Source: an optimization exercise on an open RTL-to-GDS flow (aim: small area, a short achievable clock period and few clock cycles). Production flows keep margins and buffers that such runs may drop. The RTL was checked by simulation tests, not by an equivalence proof against the original design. Power and IR drop assume default switching activity.

==> flow/design.v, too long to show whole: its modules and the start of the top module <==
// module kfu: 505 lines
// module kfu_add: 21 lines
// module kfu_dptree: 2885 lines
module kfu (
    input  wire        clk,
    input  wire        rst,
    input  wire        cmd_valid,
    output wire        cmd_ready,
    input  wire [2:0]  cmd_op,
    input  wire [4:0]  cmd_addr,
    input  wire [31:0] cmd_a,
    input  wire [31:0] cmd_b,
    output reg         rsp_valid,
    output reg         rsp_fault,
    output reg  [31:0] rsp_x,
    output reg  [31:0] rsp_y
);
  // ...
==> flow/flow/run.sh <==
#!/bin/bash
# The standard layout, with timing repair aiming 12 ns below the clock
# period (the SDC and its 17 ns clock are unchanged) and buf_2 cells as the
# port buffers.
set -euo pipefail
cd "$(dirname "${BASH_SOURCE[0]}")/.."
bash standard.sh SETUP_SLACK_MARGIN=12 "BUFFER_PORTS_ARGS=-buffer_cell sky130_fd_sc_hd__buf_2" finish > standard_flow.log 2>&1
==> flow/standard.sh <==
#!/bin/bash
# synth_recipe.tcl (not shown) runs the flow's synth.tcl, then flattens the netlist and writes it again
# the make line also repeats each setting of config.mk as NAME=value (left out here)
make -C /OpenROAD-flow-scripts/flow DESIGN_CONFIG=/design/flow/config.mk WORK_HOME=/design/flow/orfs CLKGATE_MAP_FILE= SYNTH_SCRIPT=/design/flow/synth_recipe.tcl "${@:-finish}"
==> flow/config.mk <==
export PLATFORM = sky130hd
export DESIGN_NAME = kfu
export DESIGN_NICKNAME = kfu
export VERILOG_FILES = /design/flow/design.v
export SDC_FILE = /design/flow/constraint.sdc
export NUM_CORES = 8
export LEC_CHECK = 0
export CAP_MARGIN = 20
export CORE_MARGIN = 2
export CORE_UTILIZATION = 45
export SLEW_MARGIN = 20
==> flow/constraint.sdc <==
create_clock -name core_clock -period 17.0 [get_ports {clk}]
set_input_delay 3.4000 -clock core_clock [delete_from_list [all_inputs] [get_ports {clk}]]
set_output_delay 3.4000 -clock core_clock [all_outputs]
set_load 0.01 [all_outputs]
==> impl_results.md, run 1 <==
- Vias: 132000
- Tap cells: 4140
- Status: complete, no violations
- Multiplexer area fraction after synthesis: 0.0348
- PortBufs: 141
- Count leader, synth: a22oi_1
- DIE HEIGHT: 565 microns
- # rows: 205
- Worst hold endpoint: sc_dst[0]
- Commonest non-fill, non-tap cells in the layout: a22oi_1, edfxtp_1, nand2_1, inv_1, xnor2_1
- Grt peak-use layer: met2
- Cell Chain, Critical Path: ha_1 > o21ai_0 > o21ai_0 > a31oi_1 > a22o_1 > o221a_2 > o22ai_1 > o31a_1 > or3_1 > o221ai_1 > xnor2_2 > a21oi_1
- GRT Total Usage: 0.418
- Fin Clk Skew: about 0.09 ns
- Inst Count DP: between 15000 and 20000
- Worst setup EP type: flip-flop
- CTS tree: done
- Worst hold-check path type: flip-flop to flip-flop
- Seq_cells: 1574
- Worst-path clk slew: 0.07 ns
- Fraction of area in multi-input gates: 0.588
- Seq/Total Area, Yosys: 0.305
- Count of multi-input gates: 11100
- H-tree Lvls: 4
- Net Sw Frac: 0.492
- Slowest cell on crit path: xnor2_2
- Die ar.: around 320000 sq um
- Commonest non-fill, non-tap cell in the layout: a22oi_1
- Clock latency (worst-skew pair): 0.95 ns
- DR WL/cell: 36.2 microns
- Most flops, register: g_w.r
- Register bit total from synthesis: 1574
- Synth cell types: between 100 and 150
- HPWL Detailed: 499000 microns
- Async set or reset register ratio after synthesis: 0
- Clock network power: 4.36 mW
- Max reg flops: 640
Testbench counts, summed over its fixed seeds: cycles 43,245.
==> module kfu, before the edit <==
module kfu (
    input  wire        clk,
    input  wire        rst,
    input  wire        cmd_valid,
    output wire        cmd_ready,
    input  wire [2:0]  cmd_op,
    input  wire [4:0]  cmd_addr,
    input  wire [31:0] cmd_a,
    input  wire [31:0] cmd_b,
    output reg         rsp_valid,
    output reg         rsp_fault,
    output reg  [31:0] rsp_x,
    output reg  [31:0] rsp_y
);
    localparam [31:0] ONE    = 32'h0001_0000;   
    localparam [31:0] QNOISE = 32'h0000_028F;   
    localparam [31:0] MINV   = 32'h8000_0000;
    localparam        NR     = 3;               
    localparam [2:0] OP_INIT = 3'd0, OP_PRED = 3'd1, OP_CORR = 3'd2,
                     OP_LOAD = 3'd3, OP_READ = 3'd4;
    wire [31:0] wd [0:19];
    wire [31:0] P00 = wd[4],  P01 = wd[5],  P02 = wd[6],  P03 = wd[7];
    wire [31:0] P10 = wd[8],  P11 = wd[9],  P12 = wd[10], P13 = wd[11];
    wire [31:0] P20 = wd[12], P21 = wd[13], P22 = wd[14], P23 = wd[15];
    wire [31:0] P30 = wd[16], P31 = wd[17], P32 = wd[18], P33 = wd[19];
    wire [15:0] s00h, s11h;
    kfu_add #(16) u_s00 (.a(P00[31:16]), .b(16'd0), .ci(1'b1), .s(s00h));
    kfu_add #(16) u_s11 (.a(P11[31:16]), .b(16'd0), .ci(1'b1), .s(s11h));
    wire [31:0] S00 = {s00h, P00[15:0]};
    wire [31:0] S11 = {s11h, P11[15:0]};
    reg         rdy;
    reg         rdy_o;               
    reg         cv;                  
    reg  [2:0]  c_op;
    reg  [4:0]  c_addr;
    reg  [31:0] c_a, c_b;
    assign cmd_ready = rdy_o;
    wire take = cmd_valid & rdy;
    localparam [3:0] Q_IDLE = 4'd0, Q_RST = 4'd1, Q_INIT = 4'd2, Q_C1 = 4'd3,
                     Q_C2 = 4'd4, Q_C3 = 4'd5, Q_DIV = 4'd6, Q_POST = 4'd7,
                     Q_LAST = 4'd8, Q_D1 = 4'd9, Q_D2 = 4'd10, Q_C4 = 4'd11,
                     Q_WY = 4'd12, Q_FW = 4'd13;
    reg  [3:0]  sq;
    reg  [4:0]  uc;                  
    reg         sq_resp;             
    reg         sq_fault;
    localparam [3:0] U_NONE = 4'd0, U_DET = 4'd1, U_Y = 4'd2, U_SI = 4'd3,
                     U_GAIN = 4'd4, U_X = 4'd5, U_PUPD = 4'd6, U_LOAD = 4'd7,
                     U_READ = 4'd8, U_INIT = 4'd9;
    reg  [3:0]  u_cls;
    reg  [1:0]  u_r, u_c;
    reg         u_j;
    reg  [4:0]  u_w;                 
    localparam [5:0] D_NONE = 6'd63, D_K = 6'd20, D_Y0 = 6'd32,
                     D_Y1 = 6'd33, D_DR = 6'd34, D_RSP = 6'd35;
    reg         u_rsp;               
    reg  [31:0] ry0, ry1;
    reg  [31:0] a1, b1, a2, b2, e;
    reg         f1, f2, rn1, rn2;
    reg  [5:0]  dst;
    wire [31:0] kr [0:7];            
    reg  [31:0] q;                   
    reg         dneg;                
    wire        sinv = dneg & (q != MINV);    
    wire [31:0] p_r0 = wd[4 + 4*u_r];
    wire [31:0] p_r1 = wd[5 + 4*u_r];
    wire [31:0] p_0c = wd[4 + u_c];
    wire [31:0] p_1c = wd[8 + u_c];
    wire [31:0] k_r0 = kr[2*u_r];
    wire [31:0] k_r1 = kr[2*u_r + 1];
    wire [31:0] w_sel = (u_w < 5'd20) ? wd[u_w] : 32'd0;
    function si_flip(input [1:0] c, input s, input [31:0] p10, input [31:0] p01);
        case (c)
            2'd1: si_flip = s ^ (p10 != MINV);
            2'd2: si_flip = s ^ (p01 != MINV);
            default: si_flip = s;
        endcase
    endfunction
    always @* begin
        a1 = 32'd0; b1 = 32'd0; a2 = 32'd0; b2 = 32'd0; e = 32'd0;
        f1 = 1'b0; f2 = 1'b0; rn1 = 1'b0; rn2 = 1'b0;
        dst = D_NONE;
        case (u_cls)
            U_DET: begin
                a1 = S11; b1 = S00; a2 = P01; b2 = P10;
                f2 = 1'b1; rn2 = 1'b1; dst = D_DR;
            end
            U_Y: begin
                a1 = u_j ? wd[1] : wd[0]; b1 = ONE; f1 = 1'b1; rn1 = 1'b1;
                e = u_j ? ry1 : ry0; dst = u_j ? D_Y1 : D_Y0;
            end
            U_SI: begin
                case (u_c)
                    2'd0: a1 = S11;
                    2'd1: a1 = P10;
                    2'd2: a1 = P01;
                    default: a1 = S00;
                endcase
                b1 = q; f1 = si_flip(u_c, sinv, P10, P01);
                case (u_c)
                    2'd0: dst = D_K + 6'd0;      
                    2'd1: dst = D_K + 6'd2;      
                    2'd2: dst = D_K + 6'd1;      
                    default: dst = D_K + 6'd3;   
                endcase
            end
            U_GAIN: begin
                a1 = p_r0; a2 = p_r1;
                b1 = u_j ? kr[1] : kr[0];
                b2 = u_j ? kr[3] : kr[2];
                dst = D_K + {3'd0, u_r, u_j};
            end
            U_X: begin
                a1 = k_r0; a2 = k_r1; b1 = ry0; b2 = ry1;
                e = wd[u_r]; dst = {4'd0, u_r};
            end
            U_PUPD: begin
                a1 = k_r0; a2 = k_r1; b1 = p_0c; b2 = p_1c;
                f1 = 1'b1; f2 = 1'b1; rn1 = 1'b1; rn2 = 1'b1;
                e = wd[4 + 4*u_r + u_c]; dst = 6'd4 + {2'd0, u_r, u_c};
            end
            U_LOAD: begin
                e = c_a; dst = (u_w < 5'd20) ? {1'b0, u_w} : D_NONE;
            end
            U_READ: begin
                e = w_sel; dst = D_RSP;
            end
            U_INIT: begin
                e = (u_w == 5'd4 || u_w == 5'd9 || u_w == 5'd14 || u_w == 5'd19) ? ONE : 32'd0;
                dst = {1'b0, u_w};
            end
            default: ;
        endcase
    end
    function [47:0] booth(input [31:0] b, input f);
        integer i;
        reg bh, bl, bm;
        begin
            for (i = 0; i < 16; i = i + 1) begin
                bh = b[2*i+1]; bl = b[2*i]; bm = (i == 0) ? 1'b0 : b[2*i-1];
                booth[i]      = bl ^ bm;
                booth[16 + i] = (bh & ~bl & ~bm) | (~bh & bl & bm);
                booth[32 + i] = bh ^ f;
            end
        end
    endfunction
    wire [47:0] bd1 = booth(b1, f1);
    wire [47:0] bd2 = booth(b2, f2);
    reg  [31:0] sb_a1, sb_a2, sb_e;
    reg  [47:0] sb_bd1, sb_bd2;
    reg         sb_rn1, sb_rn2;
    reg  [5:0]  sb_dst;
    reg         sb_rsp;
    always @(posedge clk) begin
        sb_rsp <= ~rst & u_rsp;
        sb_a1 <= a1; sb_a2 <= a2; sb_e <= e;
        sb_bd1 <= bd1; sb_bd2 <= bd2;
        sb_rn1 <= rn1; sb_rn2 <= rn2;
        sb_dst <= rst ? D_NONE : dst;
    end
    wire [32*NR-1:0] rows;
    wire [1:0]       ks;
    kfu_dptree tree (.a1(sb_a1), .a2(sb_a2), .e(sb_e),
                     .o1(sb_bd1[15:0]), .t1(sb_bd1[31:16]), .n1(sb_bd1[47:32]),
                     .o2(sb_bd2[15:0]), .t2(sb_bd2[31:16]), .n2(sb_bd2[47:32]),
                     .rn1(sb_rn1), .rn2(sb_rn2), .ks(ks), .rows(rows));
    reg  [95:0]      sc_rows;
    reg  [1:0]       sc_ks;          
    reg  [5:0]       sc_dst;
    reg              sc_rsp;
    wire [31:0]      w_r0 = sc_rows[31:0],  w_r1 = sc_rows[63:32];
    wire [31:0]      w_r2 = sc_rows[95:64];
    wire [31:0]      cs1 = w_r0 ^ w_r1 ^ w_r2;
    wire [31:0]      cc1 = {(w_r0[30:0] & w_r1[30:0]) | (w_r0[30:0] & w_r2[30:0]) | (w_r1[30:0] & w_r2[30:0]), sc_ks[1]};
    wire [31:0]      res;
    kfu_add #(32) u_res (.a(cs1), .b(cc1), .ci(sc_ks[0]), .s(res));
    always @(posedge clk) begin
        sc_rows <= rows;
        sc_ks   <= ks;
        sc_dst  <= rst ? D_NONE : sb_dst;
        sc_rsp  <= ~rst & sb_rsp;
    end
    reg         pred2;               
    reg  [1:0]  px;
    reg  [1:0]  xt;                  
    wire        xbusy = (sq == Q_POST) | (xt != 2'd0);
    wire        xstep = (px != 2'd0) & ~xbusy;
    wire        pfree = (sq == Q_IDLE) | ((sq == Q_POST) & (uc >= 5'd30));
    wire        pred1 = cv & (c_op == OP_PRED) & pfree & ~pred2 & ~px[1];
    wire [31:0] xn0, xn1;
    kfu_add #(32) u_x0 (.a(wd[0]), .b(wd[2]), .ci(1'b0), .s(xn0));
    kfu_add #(32) u_x1 (.a(wd[1]), .b(wd[3]), .ci(1'b0), .s(xn1));
    wire [31:0] qd  = pred2 ? QNOISE : 32'd0;
    wire [31:0] m00 = pred2 ? P02 : P20;
    wire [31:0] m11 = pred2 ? P13 : P31;
    wire [31:0] pa00, pa01, pa10, pa11, pa02, pa03, pa12, pa13, pa22, pa33;
    kfu_add #(32) u_p00 (.a(P00 ^ m00 ^ qd), .b({(P00[30:0] & m00[30:0]) | (qd[30:0] & (P00[30:0] | m00[30:0])), 1'b0}),
                         .ci(1'b0), .s(pa00));
    kfu_add #(32) u_p11 (.a(P11 ^ m11 ^ qd), .b({(P11[30:0] & m11[30:0]) | (qd[30:0] & (P11[30:0] | m11[30:0])), 1'b0}),
                         .ci(1'b0), .s(pa11));
    kfu_add #(32) u_p01 (.a(P01), .b(pred2 ? P03 : P21), .ci(1'b0), .s(pa01));
    kfu_add #(32) u_p10 (.a(P10), .b(pred2 ? P12 : P30), .ci(1'b0), .s(pa10));
    kfu_add #(32) u_p02 (.a(pred2 ? P20 : P02), .b(P22), .ci(1'b0), .s(pa02));   
    kfu_add #(32) u_p03 (.a(pred2 ? P21 : P03), .b(P23), .ci(1'b0), .s(pa03));   
    kfu_add #(32) u_p12 (.a(pred2 ? P30 : P12), .b(P32), .ci(1'b0), .s(pa12));   
    kfu_add #(32) u_p13 (.a(pred2 ? P31 : P13), .b(P33), .ci(1'b0), .s(pa13));   
    kfu_add #(32) u_p22 (.a(P22), .b(QNOISE), .ci(1'b0), .s(pa22));
    kfu_add #(32) u_p33 (.a(P33), .b(QNOISE), .ci(1'b0), .s(pa33));
    wire [31:0] pv [0:19];
    wire [19:0] pw;                  
    assign pv[0] = xn0;   assign pv[1] = xn1;   assign pv[2] = wd[2];  assign pv[3] = wd[3];
    assign pv[4] = pa00;  assign pv[5] = pa01;  assign pv[6] = pa02;   assign pv[7] = pa03;
    assign pv[8] = pa10;  assign pv[9] = pa11;  assign pv[10] = pa12;  assign pv[11] = pa13;
    assign pv[12] = pa02; assign pv[13] = pa03; assign pv[14] = pa22;  assign pv[15] = P23;
    assign pv[16] = pa12; assign pv[17] = pa13; assign pv[18] = P32;   assign pv[19] = pa33;
    assign pw = {pred2, 1'b0, pred2, pred2,  1'b0, pred2, pred2, pred2,
                 pred1, pred1, pred1 | pred2, pred1 | pred2,
                 pred1, pred1, pred1 | pred2, pred1 | pred2,
                 1'b0, 1'b0, xstep, xstep};
    genvar gk;
    generate
        for (gk = 0; gk < 20; gk = gk + 1) begin : g_w
            reg [31:0] r;
            always @(posedge clk) begin
                if (sc_dst == gk)
                    r <= res;
                else if (pw[gk])
                    r <= pv[gk];
            end
            assign wd[gk] = r;
        end
        for (gk = 0; gk < 8; gk = gk + 1) begin : g_k
            reg [31:0] r;
            always @(posedge clk)
                if (sc_dst == D_K + gk) r <= res;
            assign kr[gk] = r;
        end
    endgenerate
    reg  [31:0] dd;                  
    reg  [31:0] rem;
    reg  [4:0]  dcnt;
    wire        dz   = (dd == 32'd0);
    wire        done = (dd == 32'd1) | (dd == 32'hFFFF_FFFF);    
    wire [31:0] dabs;
    kfu_add #(32) u_dabs (.a(dd ^ {32{dd[31]}}), .b(32'd0), .ci(dd[31]), .s(dabs));
    wire [31:0] dt   = dd ^ {32{dd[31]}};
    wire [33:0] d3x  = {2'b00, dt} ^ {1'b0, dt, 1'b0} ^ {32'd0, dd[31], dd[31]};
    wire [33:0] d3y  = {(({2'b00, dt} & {1'b0, dt, 1'b0}) | (({2'b00, dt} | {1'b0, dt, 1'b0}) & {32'd0, dd[31], dd[31]})), 1'b0};
    wire [33:0] dabs3;
    kfu_add #(34) u_d3 (.a(d3x), .b(d3y), .ci(1'b0), .s(dabs3));
    reg  [4:0]  dmsb;
    integer bi;
    always @* begin
        dmsb = 5'd1;
        for (bi = 2; bi < 32; bi = bi + 1)
            if (dt[bi]) dmsb = bi[4:0];
    end
    wire [4:0]  dpos = (dmsb - 5'd1) & 5'b11110;
    wire [5:0]  dsteps = (6'd34 - {1'b0, dmsb}) >> 1;
    reg  [33:0] d3;                  
    wire [34:0] t4  = {1'b0, rem, 2'b00};
    wire [34:0] c1, c2, c3;
    kfu_add #(35) u_c1 (.a(t4), .b(~{3'b000, dd}), .ci(1'b1), .s(c1));
    kfu_add #(35) u_c2 (.a(t4), .b(~{2'b00, dd, 1'b0}), .ci(1'b1), .s(c2));
    kfu_add #(35) u_c3 (.a(t4), .b(~{1'b0, d3}), .ci(1'b1), .s(c3));
    wire [1:0]  qk  = !c3[34] ? 2'd3 : !c2[34] ? 2'd2 : !c1[34] ? 2'd1 : 2'd0;
    wire [31:0] r2  = !c3[34] ? c3[31:0] : !c2[34] ? c2[31:0] : !c1[34] ? c1[31:0] : t4[31:0];
    function [8:0] post_uop(input [4:0] k);
        case (k)
            5'd0:  post_uop = {U_SI,   2'd0, 2'd0, 1'b0};
            5'd1:  post_uop = {U_SI,   2'd0, 2'd1, 1'b0};
            5'd2:  post_uop = {U_SI,   2'd0, 2'd2, 1'b0};
            5'd3:  post_uop = {U_SI,   2'd0, 2'd3, 1'b0};
            5'd4:  post_uop = {U_GAIN, 2'd2, 2'd0, 1'b0};
            5'd5:  post_uop = {U_GAIN, 2'd3, 2'd0, 1'b0};
            5'd6:  post_uop = {U_GAIN, 2'd2, 2'd0, 1'b1};
            5'd7:  post_uop = {U_GAIN, 2'd3, 2'd0, 1'b1};
            5'd8:  post_uop = {U_GAIN, 2'd0, 2'd0, 1'b0};
            5'd9:  post_uop = {U_GAIN, 2'd1, 2'd0, 1'b0};
            5'd10: post_uop = {U_GAIN, 2'd0, 2'd0, 1'b1};
            5'd11: post_uop = {U_GAIN, 2'd1, 2'd0, 1'b1};
            5'd12: post_uop = {U_PUPD, 2'd2, 2'd0, 1'b0};
            5'd13: post_uop = {U_PUPD, 2'd2, 2'd1, 1'b0};
            5'd14: post_uop = {U_PUPD, 2'd2, 2'd2, 1'b0};
            5'd15: post_uop = {U_PUPD, 2'd2, 2'd3, 1'b0};
            5'd16: post_uop = {U_PUPD, 2'd3, 2'd0, 1'b0};
            5'd17: post_uop = {U_PUPD, 2'd3, 2'd1, 1'b0};
            5'd18: post_uop = {U_PUPD, 2'd3, 2'd2, 1'b0};
            5'd19: post_uop = {U_PUPD, 2'd3, 2'd3, 1'b0};
            5'd20: post_uop = {U_PUPD, 2'd0, 2'd0, 1'b0};
            5'd21: post_uop = {U_PUPD, 2'd1, 2'd0, 1'b0};
            5'd22: post_uop = {U_PUPD, 2'd0, 2'd1, 1'b0};
            5'd23: post_uop = {U_PUPD, 2'd1, 2'd1, 1'b0};
            5'd24: post_uop = {U_PUPD, 2'd0, 2'd2, 1'b0};
            5'd25: post_uop = {U_PUPD, 2'd1, 2'd2, 1'b0};
            5'd26: post_uop = {U_PUPD, 2'd0, 2'd3, 1'b0};
            5'd27: post_uop = {U_PUPD, 2'd1, 2'd3, 1'b0};
            5'd28: post_uop = {U_X,    2'd2, 2'd0, 1'b0};
            5'd29: post_uop = {U_X,    2'd3, 2'd0, 1'b0};
            5'd30: post_uop = {U_X,    2'd0, 2'd0, 1'b0};
            default: post_uop = {U_X,  2'd1, 2'd0, 1'b0};
        endcase
    endfunction
    wire [8:0]  nxt_u = post_uop(uc + 5'd1);
    wire [31:0] q_fin = {q[29:0], qk};
    reg  [3:0]  n_sq;
    reg  [4:0]  n_uc;
    reg  [8:0]  n_u;         
    reg  [4:0]  n_w;
    reg         n_resp;
    reg         div_setup, div_step;
    reg         yiss;        
    reg         fresp;       
    reg  [1:0]  yq;          
    reg         sq_new;      
    wire        qfree = (px == 2'd0) & ~xbusy;
    wire        yfly  = (dst == D_Y0) | (dst == D_Y1) | (sb_dst == D_Y0) | (sb_dst == D_Y1) |
                        (sc_dst == D_Y0) | (sc_dst == D_Y1);
    wire        disp_o = cv & (sq == Q_IDLE) & (c_op != OP_PRED) & ((c_op == OP_CORR) | qfree);
    wire        disp   = pred1 | disp_o;
    wire        nop_rsp = disp_o & c_op[2] & (c_op[1:0] != 2'd0);
    wire        y_ok  = (yq != 2'd0) & qfree;
    always @* begin
        n_sq = sq; n_uc = uc; n_u = {U_NONE, 5'd0}; n_w = u_w;
        n_resp = sq_resp;
        div_setup = 1'b0; div_step = 1'b0; yiss = 1'b0; fresp = 1'b0;
        case (sq)
            Q_IDLE: begin
                if (disp_o) begin
                    n_resp = 1'b1;
                    case (c_op)
                        OP_CORR: begin
                            n_u = {U_DET, 5'd0};
                            n_sq = Q_C1;
                        end
                        OP_LOAD: begin
                            n_u = {U_LOAD, 5'd0}; n_w = c_addr;
                            n_sq = Q_D2;
                        end
                        OP_READ: begin
                            n_u = {U_READ, 5'd0}; n_w = c_addr;
                            n_sq = Q_D2;
                        end
                        OP_INIT: begin
                            n_u = {U_INIT, 5'd0}; n_w = 5'd0;
                            n_sq = Q_INIT;
                        end
                        default: ;
                    endcase
                end
            end
            Q_RST, Q_INIT: begin
                if (u_w == 5'd19) begin
                    n_sq = Q_D1;
                end else begin
                    n_u = {U_INIT, 5'd0}; n_w = u_w + 5'd1;
                end
            end
            Q_D2: n_sq = Q_D1;
            Q_D1: n_sq = Q_LAST;
            Q_LAST: n_sq = Q_IDLE;
            Q_C1: begin
                n_sq = Q_C2;
                if (y_ok) yiss = 1'b1;
            end
            Q_C2: begin
                n_sq = Q_C4;
                if (y_ok) yiss = 1'b1;
            end
            Q_C4: begin
                n_sq = Q_C3;
                if (y_ok) yiss = 1'b1;
            end
            Q_C3: begin
                if (dz) begin
                    n_sq = Q_FW;
                end else begin
                    div_setup = 1'b1;
                    n_sq = done ? Q_WY : Q_DIV;
                    if (y_ok) yiss = 1'b1;
                end
            end
            Q_FW: begin
                if (qfree & ~yfly) begin
                    fresp = 1'b1; n_sq = Q_IDLE;
                end
            end
            Q_DIV: begin
                div_step = 1'b1;
                if (dcnt == 5'd1 && yq == 2'd0) begin
                    n_u = post_uop(5'd0);
                    n_uc = 5'd0; n_sq = Q_POST;
                end else begin
                    if (dcnt == 5'd1) n_sq = Q_WY;
                    if (y_ok) yiss = 1'b1;
                end
            end
            Q_WY: begin
                if (yq == 2'd0) begin
                    n_u = post_uop(5'd0);
                    n_uc = 5'd0; n_sq = Q_POST;
                end else if (y_ok) begin
                    yiss = 1'b1;
                end
            end
            Q_POST: begin
                if (uc == 5'd31) begin
                    n_sq = Q_IDLE;
                end else begin
                    n_u = nxt_u;
                    n_uc = uc + 5'd1;
                end
            end
            default: n_sq = Q_IDLE;
        endcase
        if (yiss) n_u = {U_Y, 4'd0, (yq == 2'd1)};
    end
    wire direct = take & (cmd_op == OP_CORR) & (n_sq == Q_IDLE) & ~disp_o;
    wire n_cv   = (take & ~direct) | (cv & ~disp);
    always @(posedge clk) begin
        if (rdy) begin
            c_op   <= cmd_op;
            c_addr <= cmd_addr;
            c_a    <= cmd_a;
            c_b    <= cmd_b;
        end
        if (sq_new) begin
            ry0 <= c_a;
            ry1 <= c_b;
        end else begin
            if (sc_dst == D_Y0) ry0 <= res;
            if (sc_dst == D_Y1) ry1 <= res;
        end
        if (rst) begin
            cv        <= 1'b0;
            rdy       <= 1'b0;
            rdy_o     <= 1'b0;
            sq_new    <= 1'b0;
            sq        <= Q_RST;
            uc        <= 5'd0;
            sq_resp   <= 1'b0;
            u_cls     <= U_INIT;
            {u_r, u_c, u_j} <= 5'd0;
            u_w       <= 5'd0;
            u_rsp     <= 1'b0;
            rsp_valid <= 1'b0;
            pred2     <= 1'b0;
            px        <= 2'd0;
            xt        <= 2'd0;
            yq        <= 2'd0;
        end else begin
            cv    <= n_cv;
            rdy   <= ~n_cv;
            rdy_o <= (~take | direct) & (~cv | disp);
            sq_new <= direct | (disp_o & (c_op == OP_CORR));
            pred2 <= pred1;
            px    <= px + {1'b0, pred1} - {1'b0, xstep};
            xt    <= ((sq == Q_POST) && (uc == 5'd31)) ? 2'd2 : (xt - {1'b0, xt != 2'd0});
            uc    <= n_uc;
            sq_resp <= n_resp;
            u_w   <= n_w;
            if (direct) begin
                sq    <= Q_C1;
                u_cls <= U_DET;
                {u_r, u_c, u_j} <= 5'd0;
                u_rsp <= 1'b0;
            end else begin
                sq    <= n_sq;
                u_cls <= n_u[8:5];
                {u_r, u_c, u_j} <= n_u[4:0];
                u_rsp <= (sq == Q_POST) & (uc == 5'd30);
            end
            if (direct || (disp_o && c_op == OP_CORR))
                yq <= 2'd2;
            else if (sq == Q_C3 && dz)
                yq <= 2'd0;
            else if (yiss)
                yq <= yq - 2'd1;
            rsp_valid <= xstep | sc_rsp | nop_rsp | fresp | ((sq == Q_LAST) & sq_resp);
        end
        rsp_fault <= fresp;
        if (xstep) begin
            rsp_x <= xn0;
            rsp_y <= xn1;
        end else begin
            rsp_x <= (sc_dst == D_RSP) ? res : 32'd0;
            rsp_y <= 32'd0;
        end
        if (sc_dst == D_DR)
            dd <= res;
        if (div_setup) begin
            dd   <= dabs;
            d3   <= dabs3;
            dneg <= dd[31];
            rem  <= done ? 32'd0 : (32'd1 << dpos);
            q    <= 32'd0;
            dcnt <= dsteps[4:0];
        end
        if (div_step) begin
            rem  <= r2;
            q    <= q_fin;
            dcnt <= dcnt - 5'd1;
        end
    end
endmodule
==> run 2: changes to the inputs <==
--- a/flow/design.v
+++ b/flow/design.v
@@ -186,8 +186,5 @@
     wire        xbusy = (sq == Q_POST) | (xt != 2'd0);
-    wire        xstep = (px != 2'd0) & ~xbusy;
+    wire        xstep = (px != 2'd0) & ~xbusy & ~pred2;
     wire        pfree = (sq == Q_IDLE) | ((sq == Q_POST) & (uc >= 5'd30));
     wire        pred1 = cv & (c_op == OP_PRED) & pfree & ~pred2 & ~px[1];
-    wire [31:0] xn0, xn1;
-    kfu_add #(32) u_x0 (.a(wd[0]), .b(wd[2]), .ci(1'b0), .s(xn0));
-    kfu_add #(32) u_x1 (.a(wd[1]), .b(wd[3]), .ci(1'b0), .s(xn1));
     wire [31:0] qd  = pred2 ? QNOISE : 32'd0;
@@ -206,4 +203,6 @@
     kfu_add #(32) u_p13 (.a(pred2 ? P31 : P13), .b(P33), .ci(1'b0), .s(pa13));   
-    kfu_add #(32) u_p22 (.a(P22), .b(QNOISE), .ci(1'b0), .s(pa22));
-    kfu_add #(32) u_p33 (.a(P33), .b(QNOISE), .ci(1'b0), .s(pa33));
+    kfu_add #(32) u_p22 (.a(pred2 ? P22 : wd[0]), .b(pred2 ? QNOISE : wd[2]), .ci(1'b0), .s(pa22));
+    kfu_add #(32) u_p33 (.a(pred2 ? P33 : wd[1]), .b(pred2 ? QNOISE : wd[3]), .ci(1'b0), .s(pa33));
+    wire [31:0] xn0 = pa22;          
+    wire [31:0] xn1 = pa33;          
     wire [31:0] pv [0:19];
==> run 2 against run 1 <==
  * Global-route usage shrank 0.17 points
  * Synthesized cell count is essentially flat
  * Non-clock buffer count down 17
  * Routed wire length up 0.25%
  * First-iteration DRC count down 2.8%
  * Die area rose by 0.17%
  * Critical path depth down 11
  * Largest cell class unchanged
  * Largest power group unchanged
==> impl_results.md, run 2 <==
- Status: complete, no violations (unchanged)
- Synthesized instance count: 14900 (about the same)
- Initial antenna violation count: 48 (was 62)
- Synth cell types: 95 (was 107)
- Sink Count: 1574 (unchanged)
- Worst setup EP type: output port (was flip-flop)
- Commonest non-fill, non-tap cell in the layout: a22oi_1 (unchanged)
- Post-DRT Antenna Nets: 0 (unchanged)
- Most flops, register: g_w.r (unchanged)
- Setup violators final: 0 (unchanged)
- Synth Cell Area: 142000 sq um (was 141000 sq um)
- Maxcap violations: 0 (unchanged)
- H-tree Lvls: 4 (unchanged)
- Pwr/cell area: 218 nW/um^2 (was 143 nW/um^2)
- Post-layout util: 0.494 (was 0.495)
- Syn_area_per_cell: 9.53 sq um (was 9.51 sq um)
- Fillcell total: 29200 (was 29300)
- Crit path max fanout: 1 (was 5)
- Fin area: 155000 sq um (about the same)
- Largest buffer count on any clock path: 4 (unchanged)
- Fmax: 199 MHz (was 196 MHz)
- Die Wd: 565 microns (about the same)
- Initial DRT Pass Iterations: 14 (was 11)
- Initial core utilization: 0.451 (was 0.453)
- Cell Chain, Critical Path: buf_2 (was ha_1 > o21ai_0 > o21ai_0 > a31oi_1 > a22o_1 > o221a_2 > o22ai_1 > o31a_1 > or3_1 > o221ai_1 > xnor2_2 > a21oi_1)
- Vias: 131000 (was 132000)
- GRT Total Usage: 0.416 (was 0.418)
- Max reg flops: 640 (unchanged)
- Largest area contributor in the netlist: edfxtp_1 (unchanged)
- GR Overflow Total: 0 (unchanged)
- Setup WS post-layout: 11.99 ns (was 11.90 ns)
- Crit path max-delay family: flip-flops (was compound AO/OA/AOI/OAI gates)
- Commonest non-fill, non-tap cells in the layout: a22oi_1, edfxtp_1, nand2_1, inv_1, xnor2_1 (unchanged)
- Syn. warnings: 5 (unchanged)
- First-pass GRT wire length: 948000 microns (was 952000 microns)
- PortBufs: 141 (unchanged)
- Regs by FF count: g_w.r (640), g_k.r (256), sc_rows (96) (unchanged)
- Post-DP Area: 147000 sq um (about the same)
- Post-route clock period utilization: 0.295 (was 0.300)
- Clock latency (worst-skew pair): 0.94 ns (was 0.95 ns)
- Fin Clk Skew: 0.0988 ns (was 0.0925 ns)
- Synth-to-Final Area Change: 9.49% (was 9.33%)
- Top cells by count, synth: a22oi_1, edfxtp_1, nand2_1 (unchanged)
- Async set or reset register ratio after synthesis: 0 (unchanged)
- Largest net degree at the start of global routing: 112 (was 78)
- Hold Vio Cnt, Final: 0 (unchanged)
- Comb power frac: 0.667 (was 0.544)
- CTS Buf Count: 190 (was 192)
- WP data required: 13.60 ns (was 17.66 ns)
- Net switching power: 18.0 mW (was 10.9 mW)
- DRT Wirelength: 686000 microns (was 685000 microns)
- Leakage: 57.4 nW (was 57.1 nW)
- Vias per inst: 6.95 (was 6.96)
- Slew @ Worst Pin: 1.30 ns (was 1.37 ns)
- Worst-path clk slew: 0.06 ns (was 0.07 ns)
- DR WL/cell: 36.4 microns (was 36.2 microns)
- Relative slew slack: 0.129 (was 0.0755)
- Maximum VDD drop: 325 uV (was 227 uV)
- Crit path largest cell delay: 0.49 ns (was 0.92 ns)
- Core Area: 314000 sq um (was 312000 sq um)
- Unrepaired setup endpoints after global routing: true (unchanged)
- Die ar.: 319000 sq um (about the same)
- Count leader, synth: a22oi_1 (unchanged)
- Net Sw Frac: 0.534 (was 0.492)
- Worst slack, placed: 10.77 ns (was 11.29 ns)
- CP startpoint kind: flip-flop (unchanged)
- Worst hold-check path type: flip-flop to flip-flop (unchanged)
- # rows: 206 (was 205)
- Share of post-route cells with drive strength above 1: 0.112 (was 0.105)
- Minimum clock period: 5.01 ns (was 5.10 ns)
- Register share of total power: 0.201 (was 0.259)
- WP buf/inv: 1 (was 0)
- Nets: 16100 (about the same)
- Post-synth EDFFs: 1167 (unchanged)
- CTS root buffer: clkbuf_16 (unchanged)
- Dominant synthesized flop cell: edfxtp_1 (unchanged)
- Register bit total from synthesis: 1574 (unchanged)
- I/O Pins: 142 (unchanged)
- CP arrival: 1.61 ns (was 5.76 ns)
- Vias in the first global route: 124000 (was 125000)
- DRT iter0 DRCs: 22900 (was 23600)
- Seq/Total Area, Yosys: 0.305 (about the same)
- HPWL Detailed: 500000 microns (was 499000 microns)
- Clock share of power: 0.132 (was 0.197)
- Share of the synthesized area in the top cell type: 0.247 (was 0.248)
- Hold WS: 0.407 ns (was 0.390 ns)
- Ranking of synthesized cells by area: edfxtp_1, fa_1, a22oi_1 (unchanged)
- CTS tree: done (unchanged)
- Slowest cell on crit path: dfxtp_1 (was xnor2_2)
- DRC Markers: 0 (unchanged)
- CP Class: flip-flop to output port (was flip-flop to flip-flop)
- Max Slew Vio Count: 0 (unchanged)
- Placer Congestion: 1.03 (was 1.09)
- Setup_tns: 0 ns (unchanged)
- Synth Net Count: 16500 (about the same)
- DIE HEIGHT: 565 microns (about the same)
- Internal power: 15.7 mW (was 11.2 mW)
-- run 2: what timing repair did --
| action | 4_1_cts | 5_1_grt |
|---|---|---|
| pin swaps | 6 | 7 |
| resized for setup | 120 | 97 |
| hold buffers | 0 | 0 |
| cloned | 2 | 2 |
| setup endpoints to repair | 374 | 159 |
| setup buffers | 18 | 16 |
-- run 2: path summary, 6_finish.rpt --
kind | slack [ns] | from | end | cells after the start
hold reg to reg | 0.41 | sb_dst[0] | sc_dst[0] | 1
hold / removal | 0.41 | sb_dst[0] | sc_dst[0] | 1
setup / recovery | 11.99 | rsp_x[27] | rsp_x[27] | 1
setup reg to reg | 12.06 | pred2 | g_w[4].r[28] | 17
-- run 2: final cells by class --
cell class,instances,area [sq um],share of cell area
timing repair buffer,583,4430,0.0285
clock inverter,105,1240,0.00801
timing repair inverter,1,7.51,0.0000484
sequential,1574,43300,0.279
antenna,83,208,0.00134
clock buffer,249,5480,0.0353
multi-input combinational,11000,91200,0.588
inverter,1080,4110,0.0265
tap,4160,5200,0.0335
-- run 2: power groups by stage --
stage	Combinational [mW]	Sequential [mW]	Clock (mW)
floorplan	12.7	6.28	0
global placement	20.9	6.77	0
detailed placement	21.2	6.77	0
CTS	21.6	6.70	4.47
global route	24.2	6.78	4.60
finish	22.5	6.79	4.45
-- run 2: routing by layer --
metal | up-vias | track usage | share of wire
met1 | 64400 | 0.530 | 0.37
met5 | - | 0.00878 | 0.00060
li1 | 53500 | - | -
met4 | 23 | 0.224 | 0.070
met3 | 2330 | 0.171 | 0.15
met2 | 10800 | 0.597 | 0.41
-- run 2: kinds of logic after synthesis --
family | synth area share
AO/OA/AOI/OAI | 0.228
AND/OR/NAND/NOR | 0.0901
buffers and inverters | 0.0606
flip-flops | 0.305
adder cells (fa/ha/maj) | 0.183
XOR/XNOR | 0.0932
multiplexers | 0.0411
-- run 2: per-stage QoR --
step / cells / power, mW
detailed placement: 18400 / 27.9
global placement: 18400 / 27.6
global route: 18800 / 35.6
floorplan: 14900 / 19.0
CTS: 18800 / 32.8
finish: 18900 / 33.8
Testbench counts of run 2, summed over its fixed seeds: cycles 43,245.
==> run 3: changes to the inputs <==
--- a/flow/design.v
+++ b/flow/design.v
@@ -41,3 +41,3 @@
                      Q_LAST = 4'd8, Q_D1 = 4'd9, Q_D2 = 4'd10, Q_C4 = 4'd11,
-                     Q_WY = 4'd12, Q_FW = 4'd13;
+                     Q_WY = 4'd12, Q_FW = 4'd13, Q_RSP = 4'd15;
     reg  [3:0]  sq;
@@ -54,3 +54,3 @@
     localparam [5:0] D_NONE = 6'd63, D_K = 6'd20, D_Y0 = 6'd32,
-                     D_Y1 = 6'd33, D_DR = 6'd34, D_RSP = 6'd35;
+                     D_Y1 = 6'd33, D_DR = 6'd34;
     reg         u_rsp;               
@@ -125,3 +125,3 @@
             U_READ: begin
-                e = w_sel; dst = D_RSP;
+                e = w_sel; dst = D_Y0;
             end
@@ -314,3 +314,5 @@
     reg         sq_new;      
-    wire        qfree = (px == 2'd0) & ~xbusy;
+    reg         xr;          
+    reg         sq_rd;       
+    wire        qfree = (px == 2'd0) & ~xbusy & ~xr;
     wire        yfly  = (dst == D_Y0) | (dst == D_Y1) | (sb_dst == D_Y0) | (sb_dst == D_Y1) |
@@ -359,3 +361,4 @@
             Q_D1: n_sq = Q_LAST;
-            Q_LAST: n_sq = Q_IDLE;
+            Q_LAST: n_sq = sq_rd ? Q_RSP : Q_IDLE;
+            Q_RSP:  n_sq = Q_IDLE;
             Q_C1: begin
@@ -447,2 +450,4 @@
             px        <= 2'd0;
+            xr        <= 1'b0;
+            sq_rd     <= 1'b0;
             xt        <= 2'd0;
@@ -477,12 +482,10 @@
                 yq <= yq - 2'd1;
-            rsp_valid <= xstep | sc_rsp | nop_rsp | fresp | ((sq == Q_LAST) & sq_resp);
+            xr    <= xstep;
+            if (disp_o | direct) sq_rd <= disp_o & (c_op == OP_READ);
+            rsp_valid <= xr | sc_rsp | nop_rsp | fresp | ((sq == Q_LAST) & sq_resp & ~sq_rd) |
+                         (sq == Q_RSP);
         end
         rsp_fault <= fresp;
-        if (xstep) begin
-            rsp_x <= xn0;
-            rsp_y <= xn1;
-        end else begin
-            rsp_x <= (sc_dst == D_RSP) ? res : 32'd0;
-            rsp_y <= 32'd0;
-        end
+        rsp_x <= xr ? wd[0] : (sq == Q_RSP) ? ry0 : 32'd0;
+        rsp_y <= xr ? wd[1] : 32'd0;
         if (sc_dst == D_DR)
==> flow/flow/run.sh (replaced) <==
#!/bin/bash
# The standard layout, with timing repair aiming 12.3 ns below the clock
# period (the SDC and its 17 ns clock are unchanged) and buf_2 cells as the
# port buffers.
set -euo pipefail
cd "$(dirname "${BASH_SOURCE[0]}")/.."
bash standard.sh SETUP_SLACK_MARGIN=12.3 "BUFFER_PORTS_ARGS=-buffer_cell sky130_fd_sc_hd__buf_2" finish > standard_flow.log 2>&1
==> run 3 against run 2 <==
  * Clock power is 3% higher
  * Synthesized cell count is 0.65% higher
  * Cell count up 1.6%
  * Via count is 7.6% higher
==> impl_results.md, run 3 <==
- Status: complete, no violations (unchanged)
- Worst-path clk slew: 0.06 ns (about the same)
- Synth Cell Area: 143000 sq um (was 142000 sq um)
- Cell Chain, Critical Path: inv_1 > nand2_1 > nor2_4 > or4_1 > nor2_2 > buf_4 > a211oi_1 > o211ai_1 (was buf_2)
- Commonest non-fill, non-tap cells in the layout: a22oi_1, edfxtp_1, nand2_1, inv_1, xnor2_1 (unchanged)
- Seq/Total Area, Yosys: 0.303 (was 0.305)
- DRT Wirelength: 819000 microns (was 686000 microns)
- Crit path largest cell delay: 0.91 ns (was 0.49 ns)
- Fin Clk Skew: 0.0826 ns (was 0.0988 ns)
- Die Wd: 567 microns (was 565 microns)
- Largest net degree at the start of global routing: 83 (was 112)
- Clock latency (worst-skew pair): 1.00 ns (was 0.94 ns)
- Max reg flops: 640 (unchanged)
- Post-layout util: 0.508 (was 0.494)
- First-pass GRT wire length: 1100000 microns (was 948000 microns)
- Hold Vio Cnt, Final: 0 (unchanged)
- Post-DRT Antenna Nets: 0 (unchanged)
- Synthesized instance count: 15000 (was 14900)
- Fmax: 200 MHz (was 199 MHz)
- Placer Congestion: 1.09 (was 1.03)
- Share of post-route cells with drive strength above 1: 0.131 (was 0.112)
- # rows: 206 (unchanged)
- HPWL Detailed: 559000 microns (was 500000 microns)
- DRT iter0 DRCs: 29500 (was 22900)
- WP data required: 17.75 ns (was 13.60 ns)
- Setup violators final: 0 (unchanged)
- Post-route clock period utilization: 0.295 (about the same)
- Worst hold-check path type: flip-flop to flip-flop (unchanged)
- Vias per inst: 7.36 (was 6.95)
- DIE HEIGHT: 567 microns (was 565 microns)
- Slew @ Worst Pin: 1.44 ns (was 1.30 ns)
- Leakage: 59.3 nW (was 57.4 nW)
- Relative slew slack: 0.0339 (was 0.129)
- Most flops, register: g_w.r (unchanged)
- Crit path max-delay family: simple AND/OR/NAND/NOR gates (was flip-flops)
- Fillcell total: 29400 (was 29200)
- Initial core utilization: 0.453 (was 0.451)
- Top cells by count, synth: a22oi_1, edfxtp_1, nand2_1 (unchanged)
- Vias: 141000 (was 131000)
- Setup_tns: 0 ns (unchanged)
- Vias in the first global route: 130000 (was 124000)
- Ranking of synthesized cells by area: edfxtp_1, fa_1, a22oi_1 (unchanged)
- Register bit total from synthesis: 1576 (was 1574)
- Slowest cell on crit path: o211ai_1 (was dfxtp_1)
- Largest buffer count on any clock path: 4 (unchanged)
- CP arrival: 5.75 ns (was 1.61 ns)
- Largest area contributor in the netlist: edfxtp_1 (unchanged)
- Dominant synthesized flop cell: edfxtp_1 (unchanged)
- DR WL/cell: 42.7 microns (was 36.4 microns)
- Crit path max fanout: 32 (was 1)
- CTS Buf Count: 196 (was 190)
- Count leader, synth: a22oi_1 (unchanged)
- Core Area: 315000 sq um (was 314000 sq um)
- Async set or reset register ratio after synthesis: 0 (unchanged)
- Maxcap violations: 0 (unchanged)
- CTS tree: done (unchanged)
- DRC Markers: 0 (unchanged)
- Sink Count: 1576 (was 1574)
- CTS root buffer: clkbuf_16 (unchanged)
- Max Slew Vio Count: 0 (unchanged)
- CP startpoint kind: flip-flop (unchanged)
- Commonest non-fill, non-tap cell in the layout: a22oi_1 (unchanged)
- Die ar.: 321000 sq um (was 319000 sq um)
- I/O Pins: 142 (unchanged)
- Regs by FF count: g_w.r (640), g_k.r (256), sc_rows (96) (unchanged)
- Initial DRT Pass Iterations: 17 (was 14)
- Synth-to-Final Area Change: 12.3% (was 9.49%)
- Unrepaired setup endpoints after global routing: true (unchanged)
- GR Overflow Total: 0 (unchanged)
- Total power: 27.3 mW (was 33.8 mW)
- H-tree Lvls: 4 (unchanged)
- CP Class: flip-flop to flip-flop (was flip-flop to output port)
- Worst setup EP type: flip-flop (was output port)
- Pwr/cell area: 170 nW/um^2 (was 218 nW/um^2)
- Syn_area_per_cell: 9.52 sq um (was 9.53 sq um)
- Share of the synthesized area in the top cell type: 0.246 (was 0.247)
- PortBufs: 141 (unchanged)
- Post-synth EDFFs: 1167 (unchanged)
- Nets: 16300 (was 16100)
- Maximum VDD drop: 405 uV (was 325 uV)
- Syn. warnings: 5 (unchanged)
- Initial antenna violation count: 118 (was 48)
- WP buf/inv: 2 (was 1)
- Synth cell types: 97 (was 95)
- Minimum clock period: 5.01 ns (about the same)
- Synth Net Count: 16600 (was 16500)
- GRT Total Usage: 0.491 (was 0.416)
## run 3: cell count changes in the layout (fill, tap and decap cells not counted), moves of 25 or more
cell	before	now
buf_12	12	66
o22ai_1	63	37
dfxtp_2	34	64
buf_6	26	112
a22o_1	147	183
dfxtp_1	356	314
buf_2	139	91
nor2_1	543	573
diode_2	83	122
a21oi_1	670	645
a22oi_1	1432	1400
## run 3: repair_timing
action                                  4_1_cts  5_1_grt
resized for setup                           434      318
hold endpoints to repair                      0        0
pin swaps                                    32       45
setup buffers                                54       52
hold buffers                                  0        0
endpoints found under the setup margin      563      255
cloned                                       15        8
## run 3: per-layer routing
metal / up-vias / part of all wire / wire, microns / GRT usage
li1: 54300 / - / - / -
met1: 68600 / 0.35 / 290000 / 0.599
met2: 13800 / 0.38 / 307000 / 0.643
met3: 4119 / 0.17 / 141000 / 0.264
met4: 102 / 0.097 / 79000 / 0.358
met5: - / 0.0022 / 1780 / 0.0388
## run 3: cells by family after synthesis
family          count (synthesis)  share of synthesized area
mux                           530                     0.0408
compound gates               4729                      0.229
fa+ha+maj                    1537                      0.182
flops                        1576                      0.303
xor+xnor                     1505                     0.0925
simple gates                 2839                     0.0927
buf+inv                      2257                     0.0598
## run 3: worst paths after layout
check | startpoint | cells past startpoint | slack [ns] | endpoint
max reg2reg | u_w[2] | 8 | 11.99 | sb_e[13]
max | u_w[2] | 8 | 11.99 | sb_e[13]
min reg2reg | sb_dst[0] | 1 | 0.41 | sc_dst[0]
min | sb_dst[0] | 1 | 0.41 | sc_dst[0]
## run 3: final cells by class
| cell class | count | area [sq um] | area share |
|---|---|---|---|
| diodes | 122 | 305 | 0.00191 |
| inverters | 1075 | 4170 | 0.0260 |
| well taps | 4160 | 5200 | 0.0325 |
| clock inverters | 111 | 1380 | 0.00860 |
| flip-flops and latches | 1576 | 43400 | 0.271 |
| repair buffers | 726 | 7420 | 0.0464 |
| clock buffers | 254 | 5350 | 0.0334 |
| multi-input cells | 11100 | 92800 | 0.580 |
## run 3: through the flow
| stage | setup WS [ns] | hold WS (ns) | cells | area, sq um |
|---|---|---|---|---|
| floorplan | 12.26 | 0.389 | 15000 | 143000 |
| global placement | 10.93 | 0.392 | 18500 | 149000 |
| detailed placement | 11.00 | 0.395 | 18500 | 149000 |
| CTS | 12.16 | 0.409 | 19000 | 158000 |
| global route | 12.05 | 0.434 | 19100 | 160000 |
| finish | 11.99 | 0.409 | 19200 | 160000 |
## run 3: where the power goes
group          switching, mW  leakage, nW  total, mW  internal (mW)
sequential             0.793         14.0       6.64           5.85
clock                   1.98         3.26       4.57           2.59
combinational           11.4         42.0       16.1           4.63
total                   14.2         59.3       27.3           13.1
Testbench counts of run 3, summed over its fixed seeds: cycles 43,253.

separate check: timing with driven ports:
Ports are ideal in the flow. The routed layouts listed here were re-timed in OpenROAD.
Step 1, drivers: a clkbuf_16 drives clk and a buf_2 each remaining input, both assumed.
Step 2 adds t to the input delays and takes it off the output delays; t is the mean of the earliest and latest rising clock arrival at the registers after step 1. Input paths then give back, and output paths get back, about the clock's delay inside the block.
Slacks: no drivers / after step 1 / after step 2; pairs: no drivers / after step 1.
run | t, ns | setup WS [ns] | clock arrival spread, ns | worst register clock-pin slew, ns
run 1 | 1.008 | 11.900 / 11.900 / 11.900 | 0.101 / 0.101 | 0.08 / 0.08
run 2 | 1.014 | 11.986 / 11.865 / 11.902 | 0.099 / 0.099 | 0.08 / 0.08
run 3 | 1.073 | 11.993 / 11.993 / 11.797 | 0.083 / 0.083 | 0.08 / 0.08
After both steps every run listed still meets setup and hold. The setup slack of run 3, which loses most, moves by 0.000 ns with the drivers and by -0.196 ns with both steps.
